From an optimization exercise on the open Yosys and OpenROAD flow, aimed at small area and a short achievable clock period; shortcuts taken in it are not production practice.
Only simulation tests tie the RTL to the original design; equivalence was not proved.

==> v10: inputs <==
==> flow/design.v (excerpt) <==
module p2core (
    input  logic        clk,
    input  logic        rst,
    output logic [31:0] imem_pc,
    input  logic [63:0] imem_word,
    input  logic        imem_ok,
    output logic        dmem_re,
    output logic        dmem_we,
    output logic [11:0] dmem_addr,
    output logic [31:0] dmem_wdata,
    input  logic [31:0] dmem_rdata,
    output logic        ret_valid,
    output logic [31:0] ret_pc,
    output logic        ret_has_dest,
    output logic [3:0]  ret_rd,
    output logic [31:0] ret_value,
    output logic        halted,
    output logic        fault,
    output logic [2:0]  fault_code,
    output logic [31:0] fault_pc,
    output logic [63:0] fault_info,
    output logic [31:0] cycles,
    output logic [31:0] retired
);
clock: 90.0 ns
lec_check: 0
cap_margin: 30
core_margin: 2
core_utilization: 30
place_density: 0.4
slew_margin: 30
standard.sh (not shown) runs the stock make flow with config.mk's settings and CLKGATE_MAP_FILE= SYNTH_SCRIPT=/design/flow/synth_recipe.tcl, a recipe that flattens the netlist after the stock synthesis.
==> flow/flow/run.sh <==
#!/bin/bash
# Layout flow: the standard ORFS flow (standard.sh), with two settings
# changed:
#  - ports are buffered with sky130_fd_sc_hd__buf_2 (instead of the default
#    delay buffer);
#  - clock tree synthesis builds its tree from clkbuf_4, clusters up to 7
#    registers within 40 um per leaf buffer and inserts no dummy loads.
# Everything else (synthesis, floorplan, power grid, placement, routing) is
# the standard flow. ORFS writes each step's full log under orfs/logs/; the
# make output goes to flow_make.log here.
set -o pipefail
bash standard.sh finish \
  "BUFFER_PORTS_ARGS=-buffer_cell sky130_fd_sc_hd__buf_2" \
  "CTS_ARGS=-sink_clustering_enable -repair_clock_nets -dont_use_dummy_load -buf_list sky130_fd_sc_hd__clkbuf_4 -sink_clustering_size 7 -sink_clustering_max_diameter 40" \
  > flow_make.log 2>&1
status=$?
tail -40 flow_make.log
exit $status
==> v27 (differences from v10) <==
==> flow/flow/run.sh (replaced) <==
#!/bin/bash
# Layout flow: the standard ORFS flow (standard.sh), with one setting
# changed: ports are buffered with sky130_fd_sc_hd__buf_2 (instead of the
# default delay buffer). Everything else (synthesis, floorplan, power grid,
# placement, clock tree, routing) is the standard flow. ORFS writes each
# step's full log under orfs/logs/; the make output goes to flow_make.log here.
set -o pipefail
bash standard.sh finish \
  "BUFFER_PORTS_ARGS=-buffer_cell sky130_fd_sc_hd__buf_2" \
  > flow_make.log 2>&1
status=$?
tail -40 flow_make.log
exit $status
Settings changed: CAP_MARGIN 30 to 20, SLEW_MARGIN 30 to 20.
==> v19 (differences from v10) <==
==> flow/run.sh (new file) <==
#!/bin/bash
# synth_recipe.tcl (not shown) runs the flow's synth.tcl, then flattens the netlist and writes it again
# the make line also repeats each setting of config.mk as NAME=value (left out here)
make -C /OpenROAD-flow-scripts/flow DESIGN_CONFIG=/design/flow/config.mk WORK_HOME=/design/flow/orfs CLKGATE_MAP_FILE= SYNTH_SCRIPT=/design/flow/synth_recipe.tcl finish
Settings changed: CAP_MARGIN 30 to 20, SLEW_MARGIN 30 to 20.
removed: flow/flow/run.sh
removed: flow/standard.sh
==> metrics.md <==
| Metric | Value |
|---|---|
| Clock buffer count | `between 500 and 600` |
| Violated checks | `max-capacitance violations, max-slew violations` |
| Clock root buffer | `clkbuf_16` |
| Status | `finished with violations` |
| Critical path endpoint | `dmem_re` |
| Max-Cap Viols | `1` |
| Slew Viols, Final | `2` |
That was v27.
==> metrics.md <==
| Metric | Value |
|---|---|
| Status | `no timing/DRC/antenna violations` |
| Share of cells above drive strength 1 | `approximately 18%` |
| Clock root buffer | `clkbuf_4` |
| Max-Cap Viols | `0` |
| Slew Viols, Final | `0` |
| Sequential fraction of the synthesis area | `roughly 33%` |
| Critical path endpoint | `dmem_re` |
| Mapped Cells | `roughly 24000` |
| Starting Density | `30.1%` |
That was v10.
==> metrics.md <==
| Metric | Value |
|---|---|
| Violated checks | `max-capacitance violations` |
| Status | `finished with violations` |
| Slew Viols, Final | `2` |
| Clock buffer count | `just under 600` |
| Clock root buffer | `clkbuf_16` |
| Critical path endpoint | `dmem_we` |
| Max-Cap Viols | `1` |
That was v19.

[what the ideal ports hide]
No port has a modelled driver above. Below, the same layouts with a new extraction and two added sets of constraints. Step 1: set_driving_cell puts a clkbuf_16 on clk and a buf_2 on each other input, an assumption about the parent block. Step 2, shift: input delay + t, output delay - t, t = (earliest + latest rising clock arrival at the registers) / 2. This alone moves slack from input paths to output paths. a / b / c = ideal / step 1 / step 2; a / b = the first two.
run	shift t [ns]	setup slack, ns	hold WS [ns]	slew at the worst register clock pin (ns)	worst data-port slew with drivers (ns)
v10	2.045	53.624 / 53.600 / 53.600	0.127 / 0.127 / 0.127	0.10 / 0.10	0.36
v27	1.277	53.614 / 53.590 / 53.590	0.308 / 0.308 / 0.308	0.07 / 0.07	0.34
v19	1.228	52.803 / 52.776 / 52.776	0.299 / 0.299 / 0.299	0.07 / 0.07	0.26
For v19, which loses most, drivers alone change the setup slack by -0.027 ns; drivers and shift together by -0.027 ns.
